Background: an optimization exercise with open tools, aiming at small area, a short achievable clock period and few clock cycles per item. Do not read the settings as production practice. Only simulation tests tie the RTL to the original design; equivalence was not proved.

**design/flow/design.v**
```verilog
module vrtb_ts_add #(parameter W = 32, parameter L = 5) (
    input  wire [W-1:0] a,
    input  wire [W-1:0] b,
    input  wire         ci,
    output wire [W-1:0] s,
    output wire         co
);
    wire [W-1:0] p0 = a ^ b;
    wire [W-1:0] g0 = a & b;
    wire [W-1:0] gl [0:L];
    wire [W-1:0] pl [0:L];
    assign gl[0] = {g0[W-1:1], g0[0] | (p0[0] & ci)};
    assign pl[0] = p0;
    genvar l, i;
    generate
        for (l = 0; l < L; l = l + 1) begin : lv
            for (i = 0; i < W; i = i + 1) begin : bt
                if ((i >> l) & 1) begin : cmb
                    localparam integer J = ((i >> l) << l) - 1;
                    assign gl[l+1][i] = gl[l][i] | (pl[l][i] & gl[l][J]);
                    assign pl[l+1][i] = pl[l][i] & pl[l][J];
                end else begin : pas
                    assign gl[l+1][i] = gl[l][i];
                    assign pl[l+1][i] = pl[l][i];
                end
            end
        end
    endgenerate
    assign s  = p0 ^ {gl[L][W-2:0], ci};
    assign co = gl[L][W-1];
endmodule
module vrtb_ts_inc #(parameter W = 64, parameter L = 6) (
    input  wire [W-1:0] a,
    output wire [W-1:0] s
);
    wire [W-1:0] pl [0:L];
    assign pl[0] = a;
    genvar l, i;
    generate
        for (l = 0; l < L; l = l + 1) begin : lv
            for (i = 0; i < W; i = i + 1) begin : bt
                if ((i >> l) & 1) begin : cmb
                    localparam integer J = ((i >> l) << l) - 1;
                    assign pl[l+1][i] = pl[l][i] & pl[l][J];
                end else begin : pas
                    assign pl[l+1][i] = pl[l][i];
                end
            end
        end
    endgenerate
    assign s = a ^ {pl[L][W-2:0], 1'b1};
endmodule
module vrtb_ts (
    input  wire        clk,
    input  wire        rst,
    input  wire        start,
    input  wire        next,
    input  wire [95:0] t0,
    input  wire [63:0] k0,
    input  wire [31:0] blk_size,
    input  wire [31:0] rate,
    output wire        ready,
    output reg         ts_valid,
    output wire [31:0] ts_sec,
    output wire [39:0] ts_frac,
    output wire        ts_err
);
    localparam [39:0] PS  = 40'd1000000000000;
    localparam [27:0] P5  = 28'd244140625;           
    localparam [2:0] S_IDLE = 3'd0,
                     S_LD   = 3'd1,    
                     S_PS   = 3'd2,    
                     S_BZ   = 3'd3,    
                     S_HDBL = 3'd4,    
                     S_HADD = 3'd5,    
                     S_T0   = 3'd6;    
    localparam [1:0] Z_0 = 2'd0, Z_X = 2'd1, Z_Y = 2'd2, Z_T = 2'd3;
    reg [2:0]  state;
    reg        phase;      
    reg [5:0]  cnt;        
    reg        first;      
    reg        kz;         
    reg [5:0]  tcnt;       
    reg        wrap;       
    reg        r1;         
    reg        bzero, kzero;
    reg [5:0]  bmsb, kmsb;
    reg [31:0] x_sec;
    reg        x_ovf;
    reg [39:0] x_frac;
    reg [31:0] x_rem;
    reg [31:0] y_sec;
    reg [39:0] y_frac;
    reg [31:0] y_rem;
    reg [31:0] r_r;
    reg [63:0] idx;
    reg [31:0] t_sec;
    reg        t_ovf;
    reg        t_hi;       
    reg [27:0] t_rem;
    reg [11:0] t_lo;
    wire [39:0] t_frac = {t_rem, t_lo};
    reg        a_en, a_kx, a_cin, a_cpy, a_cps, a_ys0, a_nx;
    reg [1:0]  a_za, a_zb;
    reg        b_en, b_kx, b_cpy, b_cps, b_ys0, b_nx, b_cr;
    reg [1:0]  b_zb;
    reg        blk1;
    assign ready   = (state == S_IDLE) && !blk1;
    assign ts_sec  = x_sec;
    assign ts_frac = x_frac;
    assign ts_err  = x_ovf;
    function [5:0] msb32(input [31:0] v);
        integer i;
        begin
            msb32 = 6'd0;
            for (i = 0; i < 32; i = i + 1)
                if (v[i]) msb32 = i[5:0];
        end
    endfunction
    function [5:0] msb64(input [63:0] v);
        integer i;
        begin
            msb64 = 6'd0;
            for (i = 0; i < 64; i = i + 1)
                if (v[i]) msb64 = i[5:0];
        end
    endfunction
    wire [31:0] ra = a_kx ? x_rem : 32'd0;
    wire [31:0] rb = (a_za == Z_X) ? x_rem : (a_za == Z_Y) ? y_rem : 32'd0;
    wire [31:0] rs;
    wire        rs_c;
    vrtb_ts_add #(32, 5) u_rs (.a(ra), .b(rb), .ci(a_cin), .s(rs), .co(rs_c));
    wire [32:0] rp  = {1'b1, ra ^ rb ^ ~r_r};
    wire [32:0] rg  = {(ra & rb) | (ra & ~r_r) | (rb & ~r_r), a_cin};
    wire [32:0] rd;
    wire        rd_c;
    vrtb_ts_add #(33, 6) u_rd (.a(rp), .b(rg), .ci(1'b1), .s(rd), .co(rd_c));
    wire        cr    = rd_c;
    wire [31:0] rem_n = cr ? rd[31:0] : rs;
    wire [39:0] fa = b_kx ? x_frac : 40'd0;
    wire [31:0] sa = b_kx ? x_sec  : 32'd0;
    wire        oa = b_kx & x_ovf;
    wire [39:0] fb = (b_zb == Z_X) ? x_frac : (b_zb == Z_Y) ? y_frac : (b_zb == Z_T) ? t_frac : 40'd0;
    wire [31:0] sb = (b_zb == Z_X) ? x_sec  :
                     (b_zb == Z_Y) ? (b_ys0 ? {31'd0, r1} : y_sec) :
                     (b_zb == Z_T) ? t_sec  : 32'd0;
    wire        ob = (b_zb == Z_X) ? x_ovf : (b_zb == Z_T) ? t_ovf : 1'b0;
    wire [39:0] fs;
    wire        fs_c;
    vrtb_ts_add #(40, 6) u_fs (.a(fa), .b(fb), .ci(b_cr), .s(fs), .co(fs_c));
    wire [40:0] nps = ~{1'b0, PS};
    wire [40:0] fp  = {1'b1, fa ^ fb ^ nps[39:0]};
    wire [40:0] fg  = {(fa & fb) | (fa & nps[39:0]) | (fb & nps[39:0]), b_cr};
    wire [40:0] fd;
    wire        fd_c;
    vrtb_ts_add #(41, 6) u_fd (.a(fp), .b(fg), .ci(1'b1), .s(fd), .co(fd_c));
    wire        cf     = fd_c;
    wire [39:0] frac_n = cf ? fd[39:0] : fs;
    wire [31:0] ss0, ss1;
    wire        ss0_c, ss1_c;
    vrtb_ts_add #(32, 5) u_s0 (.a(sa), .b(sb), .ci(1'b0), .s(ss0), .co(ss0_c));
    vrtb_ts_add #(32, 5) u_s1 (.a(sa), .b(sb), .ci(1'b1), .s(ss1), .co(ss1_c));
    wire [31:0] sec_n  = cf ? ss1 : ss0;
    wire        ovf_n  = oa | ob | (cf ? ss1_c : ss0_c);
    wire [28:0] td_s = {t_rem, t_sec[31]};
    wire [28:0] td_d;
    wire        td_q;
    vrtb_ts_add #(29, 5) u_td (.a(td_s), .b(~{1'b0, P5}), .ci(1'b1), .s(td_d), .co(td_q));
    wire [63:0] idx_inc;
    vrtb_ts_inc #(64, 6) u_inc (.a(idx), .s(idx_inc));
    wire        idx_m1 = (idx[63:1] == {63{1'b1}}) && !idx[0];
    wire [5:0]  rmsb  = msb32(r_r);
    wire [30:0] ps_hi = PS[39:9];
    wire [30:0] rem_i = ps_hi >> (5'd31 - rmsb[4:0]);
    wire [63:0] hv   = phase ? idx : {32'd0, y_sec};
    wire        hbit = hv[cnt];
    reg        n_en, n_kx, n_cin, n_cpy, n_cps, n_ys0, n_nx;
    reg [1:0]  n_za, n_zb;
    reg [2:0]  n_state;
    reg [5:0]  n_cnt;
    reg        n_phase, n_kz;
    task k_pass;
        begin
            n_kz    = kzero;
            n_phase = 1'b1;
            n_cnt   = kmsb - 6'd1;
            n_state = (kzero || kmsb == 6'd0) ? S_T0 : S_HDBL;
        end
    endtask
    always @(*) begin
        n_en = 1'b0; n_kx = 1'b1; n_cin = 1'b0; n_cpy = 1'b0; n_cps = 1'b0;
        n_ys0 = 1'b0; n_nx = 1'b0; n_za = Z_0; n_zb = Z_0;
        n_state = state; n_cnt = cnt; n_phase = phase; n_kz = kz;
        case (state)
            S_IDLE: if (!blk1) begin
                if (start) begin
                    n_state = S_LD;
                end else if (next) begin
                    n_nx = 1'b1;
                    if (!first) begin
                        n_en = 1'b1;
                        if (wrap) begin
                            n_kx = 1'b0; n_za = Z_0; n_zb = Z_T;
                        end else begin
                            n_za = Z_Y; n_zb = Z_Y;
                        end
                    end
                end
            end
            S_LD: begin
                n_en = 1'b1; n_kx = 1'b0; n_za = Z_Y; n_zb = Z_0;
                n_cnt = 6'd39 - rmsb;
                n_state = S_PS;
            end
            S_PS: begin
                n_en = 1'b1; n_za = Z_X; n_zb = Z_X; n_cin = PS[cnt];
                n_cnt = cnt - 6'd1;
                if (cnt == 6'd0) begin
                    n_cpy = 1'b1;           
                    if (bzero) begin
                        n_state = S_BZ;
                    end else if (bmsb != 6'd0) begin
                        n_cnt   = bmsb - 6'd1;
                        n_phase = 1'b0;
                        n_state = S_HDBL;
                    end else begin
                        n_state = S_BZ;
                    end
                end
            end
            S_BZ: begin
                n_en = 1'b1; n_kx = !bzero; n_za = Z_0; n_zb = Z_0;
                n_cpy = 1'b1; n_cps = 1'b1;
                if (bzero) begin
                    n_kz = 1'b1; n_state = S_T0;
                end else
                    k_pass;
            end
            S_HDBL, S_HADD: begin
                n_en = 1'b1;
                if (state == S_HDBL) begin
                    n_za = Z_X; n_zb = Z_X;
                end else begin
                    n_za = Z_Y; n_zb = Z_Y; n_ys0 = !phase;
                end
                if (state == S_HDBL && hbit) begin
                    n_state = S_HADD;
                end else if (cnt != 6'd0) begin
                    n_cnt   = cnt - 6'd1;
                    n_state = S_HDBL;
                end else if (!phase) begin
                    n_cpy = 1'b1; n_cps = 1'b1;
                    k_pass;
                end else begin
                    n_kz    = 1'b0;
                    n_state = S_T0;
                end
            end
            S_T0: begin
                if (tcnt == 6'd0) begin
                    n_en = 1'b1; n_zb = Z_T;
                    n_kx = !kz;
                    n_state = S_IDLE;
                end
            end
            default: n_state = S_IDLE;
        endcase
    end
    always @(posedge clk) begin
        if (a_en) begin
            x_rem <= rem_n;
            if (a_cpy) y_rem <= rem_n;
        end
        b_kx  <= a_kx;
        b_zb  <= a_zb;
        b_cpy <= a_cpy;
        b_cps <= a_cps;
        b_ys0 <= a_ys0;
        b_cr  <= cr;
        if (b_en) begin
            x_frac <= frac_n;
            x_sec  <= sec_n;
            x_ovf  <= ovf_n;
            if (b_cpy) y_frac <= frac_n;
            if (b_cps) y_sec  <= sec_n;
        end
        if (tcnt != 6'd0) begin
            t_rem <= td_q ? td_d[27:0] : td_s[27:0];
            t_sec <= {t_sec[30:0], td_q};
        end
        a_kx  <= n_kx;
        a_za  <= n_za;
        a_zb  <= n_zb;
        a_cin <= n_cin;
        a_cpy <= n_cpy;
        a_cps <= n_cps;
        a_ys0 <= n_ys0;
        cnt   <= n_cnt;
        phase <= n_phase;
        kz    <= n_kz;
        bzero <= (y_sec == 32'd0);
        bmsb  <= msb32(y_sec);
        kzero <= (idx == 64'd0);
        kmsb  <= msb64(idx);
        if (ready && start) begin
            r_r   <= rate;
            y_rem <= blk_size;      
            idx   <= k0;
            wrap  <= (k0 == {64{1'b1}});
            t_hi  <= (t0[95:72] != 24'd0);
            t_rem <= t0[71:44];
            t_sec <= t0[43:12];
            t_lo  <= t0[11:0];
        end
        if (ready && !start && next && !first) begin
            idx  <= idx_inc;
            wrap <= idx_m1;
        end
        if (state == S_LD) begin
            t_ovf <= t_hi || (t_rem >= P5);
            r1    <= (r_r == 32'd1);
            y_rem <= {1'b0, rem_i};
            y_sec <= y_rem;         
        end
        if (rst) begin
            state    <= S_IDLE;
            first    <= 1'b0;
            tcnt     <= 6'd0;
            a_en     <= 1'b0;
            a_nx     <= 1'b0;
            b_en     <= 1'b0;
            b_nx     <= 1'b0;
            ts_valid <= 1'b0;
            blk1     <= 1'b0;
        end else begin
            state    <= n_state;
            a_en     <= n_en;
            a_nx     <= n_nx;
            b_en     <= a_en;
            b_nx     <= a_nx;
            ts_valid <= b_nx;
            blk1     <= ready && !start && next && !first && wrap;
            if (ready && start) begin
                first <= 1'b1;
                tcnt  <= 6'd32;
            end else begin
                if (ready && next)
                    first <= 1'b0;
                if (tcnt != 6'd0)
                    tcnt <= tcnt - 6'd1;
            end
        end
    end
endmodule
```
**design/flow/config.mk**
```make
export PLATFORM = sky130hd
export DESIGN_NAME = vrtb_ts
export DESIGN_NICKNAME = vrtb_ts
export VERILOG_FILES = /design/flow/design.v
export SDC_FILE = /design/flow/constraint.sdc
export NUM_CORES = 4
export LEC_CHECK = 0
export CAP_MARGIN = 20
export CORE_MARGIN = 2
export CORE_UTILIZATION = 40
export SLEW_MARGIN = 20
```
**design/flow/constraint.sdc**
```tcl
create_clock -name core_clock -period 8.0 [get_ports {clk}]
set_input_delay 1.6000 -clock core_clock [delete_from_list [all_inputs] [get_ports {clk}]]
set_output_delay 1.6000 -clock core_clock [all_outputs]
set_load 0.01 [all_outputs]
```
**design/flow/run.sh**
```bash
#!/bin/bash
# synth_recipe.tcl (not shown) runs the flow's synth.tcl, then flattens the netlist and writes it again
# the make line also repeats each setting of config.mk as NAME=value (left out here)
make -C /OpenROAD-flow-scripts/flow DESIGN_CONFIG=/design/flow/config.mk WORK_HOME=/design/flow/orfs CLKGATE_MAP_FILE= SYNTH_SCRIPT=/design/flow/synth_recipe.tcl finish
```
==> results of run 1 <==
[worst max-delay path by stage]
stage | startpoint | to
6_report | a_za[0] | y_rem[13]
5_1_grt | b_zb[1] | y_sec[3]
4_1_cts | b_zb[1] | y_sec[3]
3_5_place_dp | b_zb[1] | y_sec[3]
3_3_place_gp | b_zb[1] | y_sec[23]
2_1_floorplan | b_zb[1] | x_frac[32]
[routing by layer]
metal | global-route usage | up-vias | part of all wire
li1 | - | 13000 | -
met1 | 0.346 | 13200 | 0.45
met2 | 0.389 | 971 | 0.45
met3 | 0.0416 | 120 | 0.073
met4 | 0.0561 | 0 | 0.021
met5 | 0 | - | 0
[cell type report]
type | instances | area [µm²] | area share
Timing Repair Buffer | 334 | 3260 | 0.0844
Clock inverter | 24 | 287 | 0.00741
Multi-Input combinational cell | 2652 | 18800 | 0.486
Sequential cell | 434 | 12600 | 0.325
Tap cell | 1070 | 1340 | 0.0346
Clock buffer | 73 | 1490 | 0.0386
Inverter | 240 | 903 | 0.0234
[worst register-to-register path: stages, from the launching register on]
cell and delay (ps):
dfxtp_1 330, nor2b_2 550, a22o_1 280, fa_1 430, inv_1 70, ha_1 130
inv_1 50, fa_1 430, a211oi_1 350, o21a_1 270, o311a_1 360, nor4b_2 110
o2111ai_2 320, o21ai_2 150, o211a_4 330, nor2_4 380, inv_2 440, mux2_4 480
mux2i_1 170, mux2i_1 100
[synth_stat cells (40+ instances only)]
cell | instances | area (µm²)
nor3_1 | 71 | 355
a21oi_1 | 201 | 1010
clkbuf_1 | 125 | 469
and2_1 | 79 | 494
fa_1 | 66 | 1320
a21o_1 | 53 | 398
nand2_1 | 502 | 1880
mux2_2 | 90 | 1010
nor2_1 | 244 | 916
dfxtp_1 | 46 | 921
ha_1 | 221 | 2770
nand4_1 | 40 | 250
nand3_1 | 62 | 310
xor2_1 | 79 | 692
a22o_1 | 65 | 569
edfxtp_1 | 388 | 11700
o21ai_0 | 221 | 1110
inv_1 | 235 | 882
xnor2_1 | 124 | 1090
[kinds of logic after synthesis]
family                   share of synthesized area
AND/OR/NAND/NOR                              0.164
XOR/XNOR                                    0.0542
buffers and inverters                       0.0460
AO/OA/AOI/OAI                                0.168
multiplexers                                0.0606
flip-flops                                   0.383
adder cells (fa/ha/maj)                      0.124
[per-stage QoR]
stage | hold slack, ps | instance area [µm²] | setup slack (ps) | util
finish | 327 | 38700 | 2000 | 0.473
global route | 330 | 38700 | 1590 | 0.473
CTS | 327 | 38700 | 2020 | 0.473
detailed placement | 315 | 36900 | 2050 | 0.451
global placement | 312 | 36900 | 2100 | 0.451
floorplan | 310 | 32800 | 3120 | -
[registers in the layout, indices dropped and copies added (netlist names), 2 cells and up]
register,cells
tcnt,6
kmsb,6
t_sec,32
x_frac,40
idx,64
y_sec,32
state,3
a_za,2
cnt,6
x_rem,32
y_rem,32
a_zb,2
r_r,32
x_sec,32
bmsb,5
t_lo,12
t_rem,28
b_zb,2
y_frac,40
==> results.py, run 1 <==
metrics = {
    "run_status": {
        "outcome": "finished clean",
    },
    "setup_path": {
        "crit_type": "reg2reg",
        "path_delay_family": "compound AO/OA/AOI/OAI gates",
        "cp-end-kind": "flop",
        "critPathMaxStageDelay_ps": 550,
        "startpoint_type": "flop",
        "crit_arrival_ps": 6340,
        "ff2ff_setup_slack_ps": 2000,
        "slowest_stage": "nor2b_2",
        "r2r-start": "a_za[0]",
        "crit_required_ps": 8340,
        "r2r-end": "y_rem[13]",
        "rr_worst_depth": 19,
        "cp.depth": 19,
        "crit_path_cell_trace": "nor2b_2 -> a22o_1 -> fa_1 -> inv_1 -> ha_1 -> inv_1 -> fa_1 -> a211oi_1 -> o21a_1 -> o311a_1 -> nor4b_2 -> o2111ai_2 -> o21ai_2 -> o211a_4 -> nor2_4 -> inv_2 -> mux2_4 -> mux2i_1 -> mux2i_1",
        "cp_num_buf_inv": 3,
        "cp_max_fo": 40,
    },
    "synth": {
        "synth_edf_count": 388,
        "async_reset_ff_frac": 0,
        "synth_area_per_cell_um2": 9.44,
        "synth-seq-cells": 434,
        "ys_types": 96,
        "synth-main-ff-cell": "edfxtp_1",
        "yosysWarnings": 7,
        "synthCells": 3477,
        "syn_area_um2": 32800,
        "synth-seq-area-share": 0.383,
        "syn-num-nets": 3992,
    },
    "timing": {
        "slew_headroom": 0.293,
        "fin_crit_sh": 0.750,
        "final_max_slew_viol_count": 0,
        "tns_ps": 0,
        "worst_slew_pin_slew_ps": 1030,
        "rsz0062_at_grt": "no",
        "fmax_ghz": 0.167,
        "hold_viol": 0,
        "skew_ps": 39.6,
        "finalCriticalPeriod_ps": 6000,
        "setup_violations": 0,
    },
    "grt": {
        "antenna_found_initial": 3,
        "grt_usage": 0.244,
        "grt_pass1_wl_um": 161000,
        "grt_overflow": 0,
        "grt_max_degree": 91,
        "grt_pass1_vias": 27000,
    },
    "placed_design": {
        "place_hpwl_um": 79300,
        "port-buffer-count": 302,
        "dp_cells": 4730,
        "place.gp.congestion": 0.929,
    },
    "clock_network": {
        "htreeDepth": 2,
        "clock_path_buffers": 3,
        "cts_made_buffers": 52,
        "cts_resized": 0,
        "insertion_delay_ps": 640,
        "clk_pin_slew_ps": 60,
        "hold_buffers": 0,
        "cts_tree": "built",
        "post_cts_buffers": 0,
        "cts-root-buf": "clkbuf_16",
        "clkSinkCount": 434,
    },
    "final_layout": {
        "fillers": 7720,
        "antenna_cells": 0,
        "final_common_cell": "nand2_1",
        "layoutNonFillerInstCount": 4827,
        "fin_nets": 4229,
        "area_growth_syn_to_layout_pct": 17.8,
        "drive_gt1_frac": 0.0791,
        "layout_common_cells": "nand2_1, edfxtp_1, clkdlybuf4s50_1",
    },
    "floorplan": {
        "dieArea_um2": 84400,
        "core-area_um2": 81700,
        "io_pins": 303,
        "die_w_um": 291,
        "std_cell_rows": 105,
        "die-height_um": 291,
        "initial_core_util": 0.402,
    },
    "flow_run": {
        "drv_cap": 0,
    },
    "detailed_routing": {
        "routed_wl_um": 105000,
        "drtIter0Drc": 2617,
        "dr.pass1.iters": 6,
        "drt.antenna.violating_nets": 0,
        "avgRoutedWirePerCell_um": 21.7,
        "vias_per_cell": 5.65,
        "drc": 0,
        "routed-via-count": 27300,
    },
    "hold_path": {
        "min-delay-start": "a_zb[1]",
        "holdPathStages": 0,
        "hold_path.class": "reg2reg",
        "hold_end": "b_zb[1]",
    },
}
Testbench counts, summed over its fixed seeds: cycles 3,940, items 1,152.
==> run 2, diff against run 1 <==
--- a/design/flow/config.mk
+++ b/design/flow/config.mk
@@ -8,4 +8,5 @@
 export CAP_MARGIN = 20
 export CORE_MARGIN = 2
 export CORE_UTILIZATION = 40
+export SETUP_SLACK_MARGIN = 4
 export SLEW_MARGIN = 20
==> run 2 against run 1 <==
Still clean on timing, DRC and antenna. Area after synthesis is the same. Routed wire length grew 12%. Fmax grew 29%. Non-clock buffer count grew 200. Clock skew grew 5.6 ps. Via count grew 7.0%. Design area grew 13%. Highest routed layer is now met5.
==> results.py, run 2 <==
metrics = {
    "clock_network": {
        "htreeDepth": 2,
        "insertion_delay_ps": 640,
        "clkSinkCount": 434,
        "clk_pin_slew_ps": 60,
        "cts_made_buffers": 53,
        "cts_tree": "built",
        "cts-root-buf": "clkbuf_16",
        "clock_path_buffers": 3,
        "hold_buffers": 0,
    },
    "timing": {
        "rsz0062_at_grt": "yes",
        "slew_headroom": 0.324,
        "hold_viol": 0,
        "holdWs_ps": 326,
        "tns_ps": 0,
        "fmax_ghz": 0.215,
        "fin_crit_sh": 0.582,
        "final_max_slew_viol_count": 0,
        "skew_ps": 45.2,
        "finalCriticalPeriod_ps": 4660,
        "worst_slew_pin_slew_ps": 1010,
        "setup_violations": 0,
        "layout_setup_ws_ps": 3340,
    },
    "detailed_routing": {
        "routed-via-count": 29200,
        "avgRoutedWirePerCell_um": 23.4,
        "vias_per_cell": 5.80,
        "routed_wl_um": 118000,
        "drtIter0Drc": 2939,
        "dr.pass1.iters": 6,
        "drc": 0,
        "drt.antenna.violating_nets": 0,
    },
    "synth": {
        "yosys-top-cells-count": "nand2_1, edfxtp_1, nor2_1",
        "synth_area_per_cell_um2": 9.44,
        "synthCells": 3477,
        "syn-num-nets": 3992,
        "syn_area_um2": 32800,
        "ys_types": 96,
        "synth_area_leaders": "edfxtp_1, ha_1, nand2_1",
        "synth-seq-area-share": 0.383,
        "yosysWarnings": 7,
        "yosysTopAreaCell": "edfxtp_1",
        "synth-main-ff-cell": "edfxtp_1",
        "synth_edf_count": 388,
        "synth-seq-cells": 434,
        "synth.most_common_cell": "nand2_1",
        "synth_top_area_frac": 0.355,
        "async_reset_ff_frac": 0,
    },
    "setup_path": {
        "ff2ff_setup_slack_ps": 3340,
        "r2r-start": "b_zb[1]",
        "crit_path_cell_trace": "buf_12 -> buf_6 -> mux2_4 -> a22o_4 -> fa_2 -> fa_2 -> a21o_1 -> and4_1 -> or4_4 -> a31oi_4 -> o21a_4 -> o21ai_4 -> a21oi_4 -> o31ai_4 -> nand3_1 -> nand2_1 -> fa_2 -> mux2_4",
        "cp_max_fo": 6,
        "cp_num_buf_inv": 2,
        "path_delay_family": "compound AO/OA/AOI/OAI gates",
        "crit_required_ps": 8370,
        "r2r-end": "y_frac[32]",
        "critPathMaxStageDelay_ps": 460,
        "startpoint_type": "flop",
        "cpMostUsedCell": "fa_2",
        "crit_arrival_ps": 5030,
        "crit_type": "reg2reg",
        "cp-end-kind": "flop",
        "rr_worst_depth": 18,
        "slowest_stage": "or4_4",
    },
    "flow_run": {
        "drv_cap": 0,
    },
    "floorplan": {
        "std_cell_rows": 105,
        "initial_core_util": 0.402,
        "die_w_um": 291,
        "core-area_um2": 81700,
        "die-height_um": 291,
        "io_pins": 303,
        "dieArea_um2": 84400,
    },
    "grt": {
        "grt_max_degree": 91,
        "grt_usage": 0.265,
        "grt_pass1_vias": 28000,
        "antenna_found_initial": 2,
        "grt_overflow": 0,
        "grt_pass1_wl_um": 173000,
    },
    "final_layout": {
        "post-route-util": 0.535,
        "layoutNonFillerInstCount": 5037,
        "largest-register": "idx",
        "largest_register_ffs": 64,
        "final_area_um2": 43700,
        "drive_gt1_frac": 0.210,
        "fin_nets": 4437,
        "final_common_cell": "nand2_1",
        "top_regs": "idx (64), x_frac (40), y_frac (40)",
        "layout_common_cells": "nand2_1, edfxtp_1, clkdlybuf4s50_1",
        "area_growth_syn_to_layout_pct": 33.2,
    },
    "hold_path": {
        "hold_end": "b_cps",
        "holdPathStages": 0,
        "hold_path.class": "reg2reg",
        "min-delay-start": "a_cps",
    },
    "placed_design": {
        "dp_slack_ps": 1870,
        "port-buffer-count": 302,
        "place_hpwl_um": 79500,
        "dp_cells": 4728,
        "placed_area_um2": 37100,
        "place.gp.congestion": 0.913,
    },
    "run_status": {
        "outcome": "finished clean",
    },
}
## run 2: changes by cell type in the layout (fill, tap and decap cells not counted), sizes merged
cell / delta
buf: +199
clkinv: +9
bufbuf: +1
bufinv: +1
clkbuf: -1
clkinvlp: -1
diode: +1
nor2b: +1
## run 2: layout make-up
cell class / instances / area [µm²]
Clock buffer: 72 / 1490
Antenna cell: 1 / 2.50
Timing Repair Buffer: 534 / 5740
Timing Repair inverter: 6 / 111
Tap cell: 1070 / 1340
Fill cell: 7122 / 38000
Inverter: 240 / 922
Multi-Input combinational cell: 2653 / 21200
Clock inverter: 27 / 305
Sequential cell: 434 / 12600
## run 2: what timing repair did
action,in CTS,in global routing
resized for setup,315,262
buffers inserted,124,59
pin swaps,111,146
gates cloned,24,2
setup endpoints to repair,218,221
## run 2: worst max-delay path by stage
stage,from,end,slack [ps],cells after the start
CTS,a_za[1],y_rem[25],3420,21
detailed placement,b_zb[1],y_sec[3],1870,20
finish,b_zb[1],y_frac[32],3340,18
global placement,b_zb[1],y_sec[3],1990,20
floorplan,a_za[1],y_rem[13],3690,22
global route,b_zb[1],y_frac[17],3220,20
## run 2: cells by family after synthesis
logic type,synth area share
adders and majority gates,0.124
muxes,0.0606
xor gates and xnor gates,0.0542
DFF,0.383
and+or+nand+nor,0.164
buffers and inverters,0.0460
AOI/OAI and AO/OA,0.168
## run 2: worst register-to-register path: stages, from the launching register on
cell,delay [ps]
dfxtp_4,350
buf_12,140
buf_6,120
mux2_4,290
a22o_4,250
fa_2,350
fa_2,380
a21o_1,220
and4_1,170
or4_4,460
a31oi_4,230
o21a_4,200
o21ai_4,80
a21oi_4,200
o31ai_4,100
nand3_1,80
nand2_1,80
fa_2,410
mux2_4,300
## run 2: layer usage
metal	vias to the layer above	GRT usage	share of wire
li1	13400	-	-
met1	14300	0.382	0.44
met2	1236	0.408	0.44
met3	250	0.0418	0.081
met4	2	0.0811	0.034
met5	-	0	0.00011

afterwards: timing with drivers on the ports:
Ports are ideal in the flow. The routed layouts listed here were re-timed in OpenROAD. Step 1, drivers: a clkbuf_16 drives clk and a buf_2 each remaining input, both assumed. Step 2 times the ports against the registers' clock, not the clock port: input delays grow and output delays shrink by t, the midpoint of the rising clock arrivals with the driver on. Three values: ideal ports, drivers, drivers and shift; two values: the first two.
run	t, ns	setup WS [ns]	hold WS [ns]	slew at the worst register clock pin (ns)	pins driven straight from the clock port
run 1	0.688	2.000 / 2.000 / 2.000	0.327 / 0.327 / 0.327	0.07 / 0.07	1
run 2	0.688	3.342 / 3.342 / 3.342	0.326 / 0.326 / 0.326	0.07 / 0.07	1
After both steps setup and hold are still met in every run listed.
